Background: an optimization exercise with open tools, aiming at small area, a short achievable clock period and few clock cycles per item. Do not read the settings as production practice. The RTL was checked by simulation tests, not by an equivalence proof against the original design.

==> v1: inputs <==
==> flow/design.v <==
module sm3_core (
    input  wire         clk,
    input  wire         rst,         
    input  wire         in_valid,
    output wire         in_ready,
    input  wire         in_init,     
    input  wire [511:0] in_block,    
    output reg          out_valid,
    output wire [255:0] out_digest   
);
    localparam [255:0] IV = {32'h7380166f, 32'h4914b2b9, 32'h172442d7, 32'hda8a0600,
                             32'ha96f30bc, 32'h163138aa, 32'he38dee4d, 32'hb0fb0e4e};
    localparam [31:0] T0 = 32'h79cc4519;
    localparam [31:0] T1 = 32'h7a879d8a;
    function [31:0] rotl;
        input [31:0] x;
        input [4:0]  n;
        begin
            rotl = (x << n) | (x >> (6'd32 - {1'b0, n}));
        end
    endfunction
    function [31:0] p0;
        input [31:0] x;
        begin
            p0 = x ^ rotl(x, 5'd9) ^ rotl(x, 5'd17);
        end
    endfunction
    function [31:0] p1;
        input [31:0] x;
        begin
            p1 = x ^ rotl(x, 5'd15) ^ rotl(x, 5'd23);
        end
    endfunction
    reg          busy;
    reg  [5:0]   cnt;                    
    reg  [31:0]  a, b, c, d, e, f, g, h;  
    reg  [31:0]  tj;                     
    reg  [31:0]  hw;                     
    reg  [31:0]  dw;                     
    reg  [255:0] v;                      
    reg  [2:0]   ph;                     
    reg          vflag;                  
    reg  [31:0]  w [0:15];               
    wire last = (cnt == 6'd63);
    wire fin  = busy && last;
    assign in_ready   = (ph == 3'd7) && (!busy || last);
    assign out_digest = v;
    wire acc = in_valid && in_ready;
    wire        early = (cnt[5:4] == 2'd0);
    wire [31:0] a12   = rotl(a, 5'd12);
    wire [31:0] ss1   = rotl(a12 + e + tj, 5'd7);
    wire [31:0] ss2   = ss1 ^ a12;
    wire [31:0] ff    = early ? (a ^ b ^ c) : ((a & b) | (a & c) | (b & c));
    wire [31:0] gg    = early ? (e ^ f ^ g) : ((e & f) | (~e & g));
    wire [31:0] x1    = ff + dw;
    wire [31:0] x2    = gg + hw;
    wire [31:0] tt1   = x1 + ss2;
    wire [31:0] tt2   = x2 + ss1;
    wire [255:0] rs   = {tt1, a, rotl(b, 5'd9), c, p0(tt2), e, rotl(f, 5'd19), g};
    wire [31:0] wn = p1(w[0] ^ w[7] ^ rotl(w[13], 5'd15)) ^ rotl(w[3], 5'd7) ^ w[10];
    wire [255:0] vrot = {v[223:0], v[255:224]};       
    wire [255:0] v0   = vflag ? IV : vrot;            
    wire [255:0] vnew = v0 ^ (fin ? rs : 256'd0);     
    wire [255:0] base = in_init ? IV : vnew;          
    wire [31:0] blk0 = in_block[511:480];
    wire [31:0] blk4 = in_block[383:352];
    wire [31:0] hw_n = acc ? base[31:0]   + blk0          : g + ~w[1];
    wire [31:0] dw_n = acc ? base[159:128] + (blk0 ^ blk4) : c + (w[1] ^ w[5]);
    integer i;
    always @(posedge clk) begin
        if (acc) begin
            for (i = 0; i < 16; i = i + 1)
                w[i] <= in_block[511 - 32*i -: 32] ^ {32{i[0]}};
            {a, b, c, d, e, f, g, h} <= base;
            tj <= T0;
        end else begin
            for (i = 0; i < 15; i = i + 1)
                w[i] <= ~w[i+1];
            w[15] <= wn;
            {a, b, c, d, e, f, g, h} <= rs;
            tj <= (cnt == 6'd15) ? rotl(T1, 5'd16) : rotl(tj, 5'd1);
        end
        hw <= hw_n;
        dw <= dw_n;
        v <= vnew;
        if (rst) begin
            busy      <= 1'b0;
            cnt       <= 6'd0;
            ph        <= 3'd7;
            vflag     <= 1'b1;
            out_valid <= 1'b0;
        end else begin
            ph        <= ph + 3'd1;
            out_valid <= fin;
            if (acc) begin
                busy <= 1'b1;
                cnt  <= 6'd0;
                if (in_init)
                    vflag <= 1'b1;
                else if (busy)
                    vflag <= 1'b0;
            end else begin
                cnt <= cnt + 6'd1;
                if (fin) begin
                    busy  <= 1'b0;
                    vflag <= 1'b0;
                end
            end
        end
    end
endmodule
==> flow/run.sh <==
#!/bin/bash
# synth_recipe.tcl (not shown) runs the flow's synth.tcl, then flattens the netlist and writes it again
# the make line also repeats each setting of config.mk as NAME=value (left out here)
make -C /OpenROAD-flow-scripts/flow DESIGN_CONFIG=/design/flow/config.mk WORK_HOME=/design/flow/orfs CLKGATE_MAP_FILE= SYNTH_SCRIPT=/design/flow/synth_recipe.tcl finish
==> flow/config.mk <==
export PLATFORM = sky130hd
export DESIGN_NAME = sm3_core
export DESIGN_NICKNAME = sm3_core
export VERILOG_FILES = /design/flow/design.v
export SDC_FILE = /design/flow/constraint.sdc
export NUM_CORES = 4
export LEC_CHECK = 0
export CAP_MARGIN = 20
export CORE_MARGIN = 2
export CORE_UTILIZATION = 40
export SETUP_SLACK_MARGIN = 5
export SLEW_MARGIN = 20
==> flow/constraint.sdc <==
create_clock -name core_clock -period 10.0 [get_ports {clk}]
set_input_delay 2.0000 -clock core_clock [delete_from_list [all_inputs] [get_ports {clk}]]
set_output_delay 2.0000 -clock core_clock [all_outputs]
set_load 0.01 [all_outputs]
==> inputs of v28, as changes to v1 <==
==> flow/design.v, changed modules only <==
module sm3_core (
    input  wire         clk,
    input  wire         rst,         
    input  wire         in_valid,
    output wire         in_ready,
    input  wire         in_init,     
    input  wire [511:0] in_block,    
    output reg          out_valid,
    output wire [255:0] out_digest   
);
    localparam [255:0] IV = {32'h7380166f, 32'h4914b2b9, 32'h172442d7, 32'hda8a0600,
                             32'ha96f30bc, 32'h163138aa, 32'he38dee4d, 32'hb0fb0e4e};
    localparam [31:0] T0 = 32'h79cc4519;
    localparam [31:0] T1 = 32'h7a879d8a;
    function [31:0] rotl;
        input [31:0] x;
        input [4:0]  n;
        begin
            rotl = (x << n) | (x >> (6'd32 - {1'b0, n}));
        end
    endfunction
    function [31:0] p0;
        input [31:0] x;
        begin
            p0 = x ^ rotl(x, 5'd9) ^ rotl(x, 5'd17);
        end
    endfunction
    function [31:0] p1;
        input [31:0] x;
        begin
            p1 = x ^ rotl(x, 5'd15) ^ rotl(x, 5'd23);
        end
    endfunction
    function [31:0] ks_add;
        input [31:0] x;
        input [31:0] y;
        reg [31:0] gn, pn, gk, pk;
        integer l, n;
        begin
            gk = x & y;
            pk = x ^ y;
            for (l = 1; l < 32; l = l * 2) begin
                gn = gk;
                pn = pk;
                for (n = l; n < 32; n = n + 1) begin
                    gn[n] = gk[n] | (pk[n] & gk[n-l]);
                    pn[n] = pk[n] & pk[n-l];
                end
                gk = gn;
                pk = pn;
            end
            ks_add = x ^ y ^ {gk[30:0], 1'b0};
        end
    endfunction
    function [31:0] ks_add3;
        input [31:0] x;
        input [31:0] y;
        input [31:0] z;
        reg [31:0] cy;
        begin
            cy      = (x & y) | (x & z) | (y & z);
            ks_add3 = ks_add(x ^ y ^ z, {cy[30:0], 1'b0});
        end
    endfunction
    reg          busy;
    reg  [5:0]   cnt;                    
    reg  [31:0]  a, b, c, d, e, f, g, h;  
    reg  [31:0]  tj;                     
    reg          early;                  
    reg  [255:0] v;                      
    reg  [2:0]   ph;                     
    reg          vflag;                  
    reg  [31:0]  w [0:15];               
    wire last = (cnt == 6'd63);
    wire fin  = busy && last;
    assign in_ready   = (ph == 3'd7) && (!busy || last);
    assign out_digest = v;
    wire acc = in_valid && in_ready;
    wire [31:0] a12   = rotl(a, 5'd12);
    wire [31:0] ss1   = rotl(a12 + e + tj, 5'd7);
    wire [31:0] ss2   = ss1 ^ a12;
    wire [31:0] ff    = early ? (a ^ b ^ c) : ((a & b) | (a & c) | (b & c));
    wire [31:0] gg    = early ? (e ^ f ^ g) : ((e & f) | (~e & g));
    wire [31:0] x1    = ks_add3(ff, d, w[0] ^ w[4]);
    wire [31:0] x2    = ks_add3(gg, h, w[0]);
    wire [31:0] tt1   = x1 + ss2;
    wire [31:0] tt2   = x2 + ss1;
    wire [255:0] rs   = {tt1, a, rotl(b, 5'd9), c, p0(tt2), e, rotl(f, 5'd19), g};
    wire [31:0] wn = p1(w[0] ^ w[7] ^ rotl(w[13], 5'd15)) ^ rotl(w[3], 5'd7) ^ w[10];
    wire [255:0] vrot = {v[223:0], v[255:224]};       
    wire [255:0] v0   = vflag ? IV : vrot;            
    wire [255:0] vnew = v0 ^ (fin ? rs : 256'd0);     
    wire [255:0] base = in_init ? IV : vnew;          
    integer i;
    always @(posedge clk) begin
        if (acc) begin
            for (i = 0; i < 16; i = i + 1)
                w[i] <= in_block[511 - 32*i -: 32] ^ {32{i[0]}};
            {a, b, c, d, e, f, g, h} <= base;
            tj <= T0;
            early <= 1'b1;
        end else begin
            for (i = 0; i < 15; i = i + 1)
                w[i] <= ~w[i+1];
            w[15] <= wn;
            {a, b, c, d, e, f, g, h} <= rs;
            tj <= (cnt == 6'd15) ? rotl(T1, 5'd16) : rotl(tj, 5'd1);
            if (cnt == 6'd15)
                early <= 1'b0;
        end
        v <= vnew;
        if (rst) begin
            busy      <= 1'b0;
            cnt       <= 6'd0;
            ph        <= 3'd7;
            vflag     <= 1'b1;
            out_valid <= 1'b0;
        end else begin
            ph        <= ph + 3'd1;
            out_valid <= fin;
            if (acc) begin
                busy <= 1'b1;
                cnt  <= 6'd0;
                if (in_init)
                    vflag <= 1'b1;
                else if (busy)
                    vflag <= 1'b0;
            end else begin
                cnt <= cnt + 6'd1;
                if (fin) begin
                    busy  <= 1'b0;
                    vflag <= 1'b0;
                end
            end
        end
    end
endmodule
==> flow/flow/run.sh (new file) <==
#!/bin/bash
# The standard layout (the standard.sh: ORFS synthesis to final layout,
# unchanged), except that the port buffers buffer_ports inserts during
# placement are the platform's smallest buffer, buf_1, instead of its default
# choice. Every input and output port still gets its own buffer; the resizer
# may size them up later like any other cell.
set -euo pipefail
export BUFFER_PORTS_ARGS="-buffer_cell sky130_fd_sc_hd__buf_1"
bash standard.sh > standard.log 2>&1
==> flow/standard.sh (new file) <==
#!/bin/bash
# synth_recipe.tcl (not shown) runs the flow's synth.tcl, then flattens the netlist and writes it again
# the make line also repeats each setting of config.mk as NAME=value (left out here)
make -C /OpenROAD-flow-scripts/flow DESIGN_CONFIG=/design/flow/config.mk WORK_HOME=/design/flow/orfs CLKGATE_MAP_FILE= SYNTH_SCRIPT=/design/flow/synth_recipe.tcl "${@:-finish}"
- ABC_AREA: default -> 1
- CORE_UTILIZATION: 40 -> 50
- CTS_BUF_LIST: default -> sky130_fd_sc_hd__clkbuf_4 sky130_fd_sc_hd__clkbuf_8
removed: flow/run.sh
==> inputs of v12, as changes to v1 <==
==> flow/design.v, changed modules only <==
module sm3_core (
    input  wire         clk,
    input  wire         rst,         
    input  wire         in_valid,
    output wire         in_ready,
    input  wire         in_init,     
    input  wire [511:0] in_block,    
    output reg          out_valid,
    output wire [255:0] out_digest   
);
    localparam [255:0] IV = {32'h7380166f, 32'h4914b2b9, 32'h172442d7, 32'hda8a0600,
                             32'ha96f30bc, 32'h163138aa, 32'he38dee4d, 32'hb0fb0e4e};
    localparam [31:0] T0 = 32'h79cc4519;
    localparam [31:0] T1 = 32'h7a879d8a;
    function [31:0] rotl;
        input [31:0] x;
        input [4:0]  n;
        begin
            rotl = (x << n) | (x >> (6'd32 - {1'b0, n}));
        end
    endfunction
    function [31:0] p0;
        input [31:0] x;
        begin
            p0 = x ^ rotl(x, 5'd9) ^ rotl(x, 5'd17);
        end
    endfunction
    function [31:0] p1;
        input [31:0] x;
        begin
            p1 = x ^ rotl(x, 5'd15) ^ rotl(x, 5'd23);
        end
    endfunction
    function [31:0] ks_add;
        input [31:0] x;
        input [31:0] y;
        reg [31:0] gn, pn, gk, pk;
        integer l, n;
        begin
            gk = x & y;
            pk = x ^ y;
            for (l = 1; l < 32; l = l * 2) begin
                gn = gk;
                pn = pk;
                for (n = l; n < 32; n = n + 1) begin
                    gn[n] = gk[n] | (pk[n] & gk[n-l]);
                    pn[n] = pk[n] & pk[n-l];
                end
                gk = gn;
                pk = pn;
            end
            ks_add = x ^ y ^ {gk[30:0], 1'b0};
        end
    endfunction
    reg          busy;
    reg  [5:0]   cnt;                    
    reg  [31:0]  a, b, c, d, e, f, g, h;  
    reg  [31:0]  tj;                     
    reg          early;                  
    reg  [31:0]  hw;                     
    reg  [31:0]  dw;                     
    reg  [255:0] v;                      
    reg  [2:0]   ph;                     
    reg          vflag;                  
    reg  [31:0]  w [0:15];               
    wire last = (cnt == 6'd63);
    wire fin  = busy && last;
    assign in_ready   = (ph == 3'd7) && (!busy || last);
    assign out_digest = v;
    wire acc = in_valid && in_ready;
    wire [31:0] a12   = rotl(a, 5'd12);
    wire [31:0] ss1   = rotl(a12 + e + tj, 5'd7);
    wire [31:0] ss2   = ss1 ^ a12;
    wire [31:0] ff    = early ? (a ^ b ^ c) : ((a & b) | (a & c) | (b & c));
    wire [31:0] gg    = early ? (e ^ f ^ g) : ((e & f) | (~e & g));
    wire [31:0] x1    = ks_add(ff, dw);
    wire [31:0] x2    = ks_add(gg, hw);
    wire [31:0] tt1   = x1 + ss2;
    wire [31:0] tt2   = x2 + ss1;
    wire [255:0] rs   = {tt1, a, rotl(b, 5'd9), c, p0(tt2), e, rotl(f, 5'd19), g};
    wire [31:0] wn = p1(w[0] ^ w[7] ^ rotl(w[13], 5'd15)) ^ rotl(w[3], 5'd7) ^ w[10];
    wire [255:0] vrot = {v[223:0], v[255:224]};       
    wire [255:0] v0   = vflag ? IV : vrot;            
    wire [255:0] vnew = v0 ^ (fin ? rs : 256'd0);     
    wire [255:0] base = in_init ? IV : vnew;          
    wire        sel  = !busy || last;
    wire [31:0] blk0 = in_block[511:480];
    wire [31:0] blk4 = in_block[383:352];
    wire [31:0] hw_n = (sel ? base[31:0]    : g) + (sel ? blk0          : ~w[1]);
    wire [31:0] dw_n = (sel ? base[159:128] : c) + (sel ? (blk0 ^ blk4) : (w[1] ^ w[5]));
    integer i;
    always @(posedge clk) begin
        if (acc) begin
            for (i = 0; i < 16; i = i + 1)
                w[i] <= in_block[511 - 32*i -: 32] ^ {32{i[0]}};
            {a, b, c, d, e, f, g, h} <= base;
            tj <= T0;
            early <= 1'b1;
        end else begin
            for (i = 0; i < 15; i = i + 1)
                w[i] <= ~w[i+1];
            w[15] <= wn;
            {a, b, c, d, e, f, g, h} <= rs;
            tj <= (cnt == 6'd15) ? rotl(T1, 5'd16) : rotl(tj, 5'd1);
            if (cnt == 6'd15)
                early <= 1'b0;
        end
        v <= vnew;
        hw <= hw_n;
        dw <= dw_n;
        if (rst) begin
            busy      <= 1'b0;
            cnt       <= 6'd0;
            ph        <= 3'd7;
            vflag     <= 1'b1;
            out_valid <= 1'b0;
        end else begin
            ph        <= ph + 3'd1;
            out_valid <= fin;
            if (acc) begin
                busy <= 1'b1;
                cnt  <= 6'd0;
                if (in_init)
                    vflag <= 1'b1;
                else if (busy)
                    vflag <= 1'b0;
            end else begin
                cnt <= cnt + 6'd1;
                if (fin) begin
                    busy  <= 1'b0;
                    vflag <= 1'b0;
                end
            end
        end
    end
endmodule
==> flow/flow/run.sh (new file) <==
#!/bin/bash
# The standard layout (the standard.sh: ORFS synthesis to final layout,
# unchanged), except that the port buffers buffer_ports inserts during
# placement are the platform's smallest buffer, buf_1, instead of its default
# choice. Every input and output port still gets its own buffer; the resizer
# may size them up later like any other cell.
set -euo pipefail
export BUFFER_PORTS_ARGS="-buffer_cell sky130_fd_sc_hd__buf_1"
bash standard.sh > standard.log 2>&1
==> flow/standard.sh (new file) <==
#!/bin/bash
# synth_recipe.tcl (not shown) runs the flow's synth.tcl, then flattens the netlist and writes it again
# the make line also repeats each setting of config.mk as NAME=value (left out here)
make -C /OpenROAD-flow-scripts/flow DESIGN_CONFIG=/design/flow/config.mk WORK_HOME=/design/flow/orfs CLKGATE_MAP_FILE= SYNTH_SCRIPT=/design/flow/synth_recipe.tcl "${@:-finish}"
- ABC_AREA: default -> 1
- CAP_MARGIN: 20 -> 35
- CORE_UTILIZATION: 40 -> 58
- CTS_BUF_LIST: default -> sky130_fd_sc_hd__clkbuf_16
- CTS_CLUSTER_DIAMETER: default -> 80
- CTS_CLUSTER_SIZE: default -> 20
- SLEW_MARGIN: 20 -> 35
- TNS_END_PERCENT: default -> 0
removed: flow/run.sh
==> inputs of v32, as changes to v1 <==
==> flow/design.v, changed modules only <==
module sm3_core (
    input  wire         clk,
    input  wire         rst,         
    input  wire         in_valid,
    output wire         in_ready,
    input  wire         in_init,     
    input  wire [511:0] in_block,    
    output reg          out_valid,
    output wire [255:0] out_digest   
);
    localparam [255:0] IV = {32'h7380166f, 32'h4914b2b9, 32'h172442d7, 32'hda8a0600,
                             32'ha96f30bc, 32'h163138aa, 32'he38dee4d, 32'hb0fb0e4e};
    localparam [31:0] T0 = 32'h79cc4519;
    localparam [31:0] T1 = 32'h7a879d8a;
    function [31:0] rotl;
        input [31:0] x;
        input [4:0]  n;
        begin
            rotl = (x << n) | (x >> (6'd32 - {1'b0, n}));
        end
    endfunction
    function [31:0] p0;
        input [31:0] x;
        begin
            p0 = x ^ rotl(x, 5'd9) ^ rotl(x, 5'd17);
        end
    endfunction
    function [31:0] p1;
        input [31:0] x;
        begin
            p1 = x ^ rotl(x, 5'd15) ^ rotl(x, 5'd23);
        end
    endfunction
    function [31:0] ks_add;
        input [31:0] x;
        input [31:0] y;
        reg [31:0] gn, pn, gk, pk;
        integer l, n;
        begin
            gk = x & y;
            pk = x ^ y;
            for (l = 1; l < 32; l = l * 2) begin
                gn = gk;
                pn = pk;
                for (n = l; n < 32; n = n + 1) begin
                    gn[n] = gk[n] | (pk[n] & gk[n-l]);
                    pn[n] = pk[n] & pk[n-l];
                end
                gk = gn;
                pk = pn;
            end
            ks_add = x ^ y ^ {gk[30:0], 1'b0};
        end
    endfunction
    function [31:0] ks_add3;
        input [31:0] x;
        input [31:0] y;
        input [31:0] z;
        reg [31:0] cy;
        begin
            cy      = (x & y) | (x & z) | (y & z);
            ks_add3 = ks_add(x ^ y ^ z, {cy[30:0], 1'b0});
        end
    endfunction
    reg          busy;
    reg  [5:0]   cnt;                    
    reg  [31:0]  a, b, c, d, e, f, g, h;  
    reg  [31:0]  tj;                     
    reg  [255:0] v;                      
    reg  [2:0]   ph;                     
    reg          vflag;                  
    reg  [31:0]  w [0:15];               
    wire last = (cnt == 6'd63);
    wire fin  = busy && last;
    assign in_ready   = (ph == 3'd7) && (!busy || last);
    assign out_digest = v;
    wire acc = in_valid && in_ready;
    wire        early = (cnt[5:4] == 2'd0);
    wire [31:0] a12   = rotl(a, 5'd12);
    wire [31:0] ss1   = rotl(a12 + e + tj, 5'd7);
    wire [31:0] ss2   = ss1 ^ a12;
    wire [31:0] ff    = early ? (a ^ b ^ c) : ((a & b) | (a & c) | (b & c));
    wire [31:0] gg    = early ? (e ^ f ^ g) : ((e & f) | (~e & g));
    wire [31:0] x1    = ks_add3(ff, d, w[0] ^ w[4]);
    wire [31:0] x2    = ks_add3(gg, h, w[0]);
    wire [31:0] tt1   = x1 + ss2;
    wire [31:0] tt2   = x2 + ss1;
    wire [255:0] rs   = {tt1, a, rotl(b, 5'd9), c, p0(tt2), e, rotl(f, 5'd19), g};
    wire [31:0] wn = p1(w[0] ^ w[7] ^ rotl(w[13], 5'd15)) ^ rotl(w[3], 5'd7) ^ w[10];
    wire [255:0] vrot = {v[223:0], v[255:224]};       
    wire [255:0] v0   = vflag ? IV : vrot;            
    wire [255:0] vnew = v0 ^ (fin ? rs : 256'd0);     
    wire [255:0] base = in_init ? IV : vnew;          
    integer i;
    always @(posedge clk) begin
        if (acc) begin
            for (i = 0; i < 16; i = i + 1)
                w[i] <= in_block[511 - 32*i -: 32] ^ {32{i[0]}};
            {a, b, c, d, e, f, g, h} <= base;
            tj <= T0;
        end else begin
            for (i = 0; i < 15; i = i + 1)
                w[i] <= ~w[i+1];
            w[15] <= wn;
            {a, b, c, d, e, f, g, h} <= rs;
            tj <= (cnt == 6'd15) ? rotl(T1, 5'd16) : rotl(tj, 5'd1);
        end
        v <= vnew;
        if (rst) begin
            busy      <= 1'b0;
            cnt       <= 6'd0;
            ph        <= 3'd7;
            vflag     <= 1'b1;
            out_valid <= 1'b0;
        end else begin
            ph        <= ph + 3'd1;
            out_valid <= fin;
            if (acc) begin
                busy <= 1'b1;
                cnt  <= 6'd0;
                if (in_init)
                    vflag <= 1'b1;
                else if (busy)
                    vflag <= 1'b0;
            end else begin
                cnt <= cnt + 6'd1;
                if (fin) begin
                    busy  <= 1'b0;
                    vflag <= 1'b0;
                end
            end
        end
    end
endmodule
- ABC_AREA: default -> 1
- CORE_UTILIZATION: 40 -> 65
- PLACE_DENSITY: default -> 0.75
==> qor summary <==
Detail Placement HPWL: v1 222 mm; v12 200 mm; v28 206 mm; v32 204 mm
Layout clock area frac: v1 5.78%; v12 3.17%; v28 5.76%; v32 -
Slowest Stage Delay on Critical Path: v1 0.56 ns; v12 0.72 ns; v28 0.56 ns; v32 -
Count of inverters other than clock inverters in the layout: v1 92; v12 563; v28 576; v32 -
Type of origin of the critical path: v1 flop; v12 flop; v28 flop; v32 -
Run status: v1 timing/DRC/antenna clean; v12 timing/DRC/antenna clean; v28 timing/DRC/antenna clean; v32 aborted with a tool error
Last stage reached: v1 -; v12 -; v28 -; v32 global routing (5_1_grt)
Post-synthesis mux area share: v1 4.47%; v12 4.16%; v28 4.35%; v32 4.34%
Drt pass-1 iters: v1 6; v12 10; v28 7; v32 -
Metal-1 WL: v1 108 mm; v12 87.1 mm; v28 96.1 mm; v32 -
Depth of the worst register-to-register path: v1 29; v12 29; v28 34; v32 -
Post-layout nets: v1 7401; v12 8342; v28 8178; v32 -
Slack of the worst reg-to-reg path: v1 2.94 ns; v12 4.65 ns; v28 4.65 ns; v32 -
Fraction of area in multi-input gates: v1 46.5%; v12 49.8%; v28 48.1%; v32 -
Share of the synthesized area in compound gates (AO/OA/AOI/OAI): v1 15.0%; v12 10.3%; v28 8.73%; v32 8.75%
Global placer's final weighted congestion: v1 1.02; v12 1.13; v28 1.11; v32 1.19
Category of the critical setup timing path: v1 reg2reg; v12 reg2reg; v28 reg2reg; v32 -
Share of the yosys chip area belonging to registers: v1 40.4%; v12 39.7%; v28 41.5%; v32 41.4%
PnR worst setup slack: v1 2.94 ns; v12 4.65 ns; v28 4.65 ns; v32 -
Critical Path AT: v1 7.70 ns; v12 5.90 ns; v28 6.14 ns; v32 -
Adder-cell area share of the yosys netlist: v1 10.1%; v12 7.69%; v28 8.81%; v32 8.79%
1st-iter DRT viols: v1 5090; v12 7601; v28 6336; v32 -
Endpoint of the worst register-to-register path: v1 e[16]; v12 a[25]; v28 e[15]; v32 -
Most common cell on crit path: v1 -; v12 sky130_fd_sc_hd__nand2_1; v28 sky130_fd_sc_hd__nand2_4; v32 -
Testbench counts of v1, summed over its fixed seeds: cycles 24,640, items 384.
Testbench counts of v28, summed over its fixed seeds: cycles 24,640, items 384.
Testbench counts of v12, summed over its fixed seeds: cycles 24,640, items 384.
Testbench counts of v32, summed over its fixed seeds: cycles 24,640, items 384.

## separate check: timing with driven ports
No port has a modelled driver above. Below, the same layouts with a new extraction and two added sets of constraints.
Step 1: set_driving_cell puts a clkbuf_16 on clk and a buf_2 on each other input, an assumption about the parent block.
Step 2 moves the port delays by t, midway between the first and last clock arrival at a register: inputs arrive t later, outputs are due t later. That takes back most of the time a late clock gives input paths.
a / b / c = ideal ports / drivers / drivers and shift; a / b = the first two.
| run | shift t [ns] | setup WS [ns] | hold WS [ns] | latest minus earliest clock arrival (ns) | worst register clock-pin slew, ns |
|---|---|---|---|---|---|
| v1 | 0.852 | 2.942 / 2.942 / 2.942 | 0.397 / 0.397 / 0.397 | 0.057 / 0.056 | 0.08 / 0.08 |
| v28 | 0.954 | 4.654 / 4.654 / 4.636 | 0.395 / 0.395 / 0.395 | 0.044 / 0.043 | 0.08 / 0.08 |
| v12 | 0.768 | 4.654 / 4.654 / 4.184 | 0.380 / 0.380 / 0.380 | 0.042 / 0.041 | 0.10 / 0.10 |
After both steps every run listed still meets setup and hold. The setup slack of v12, which loses most, moves by 0.000 ns with the drivers and by -0.470 ns with both steps.
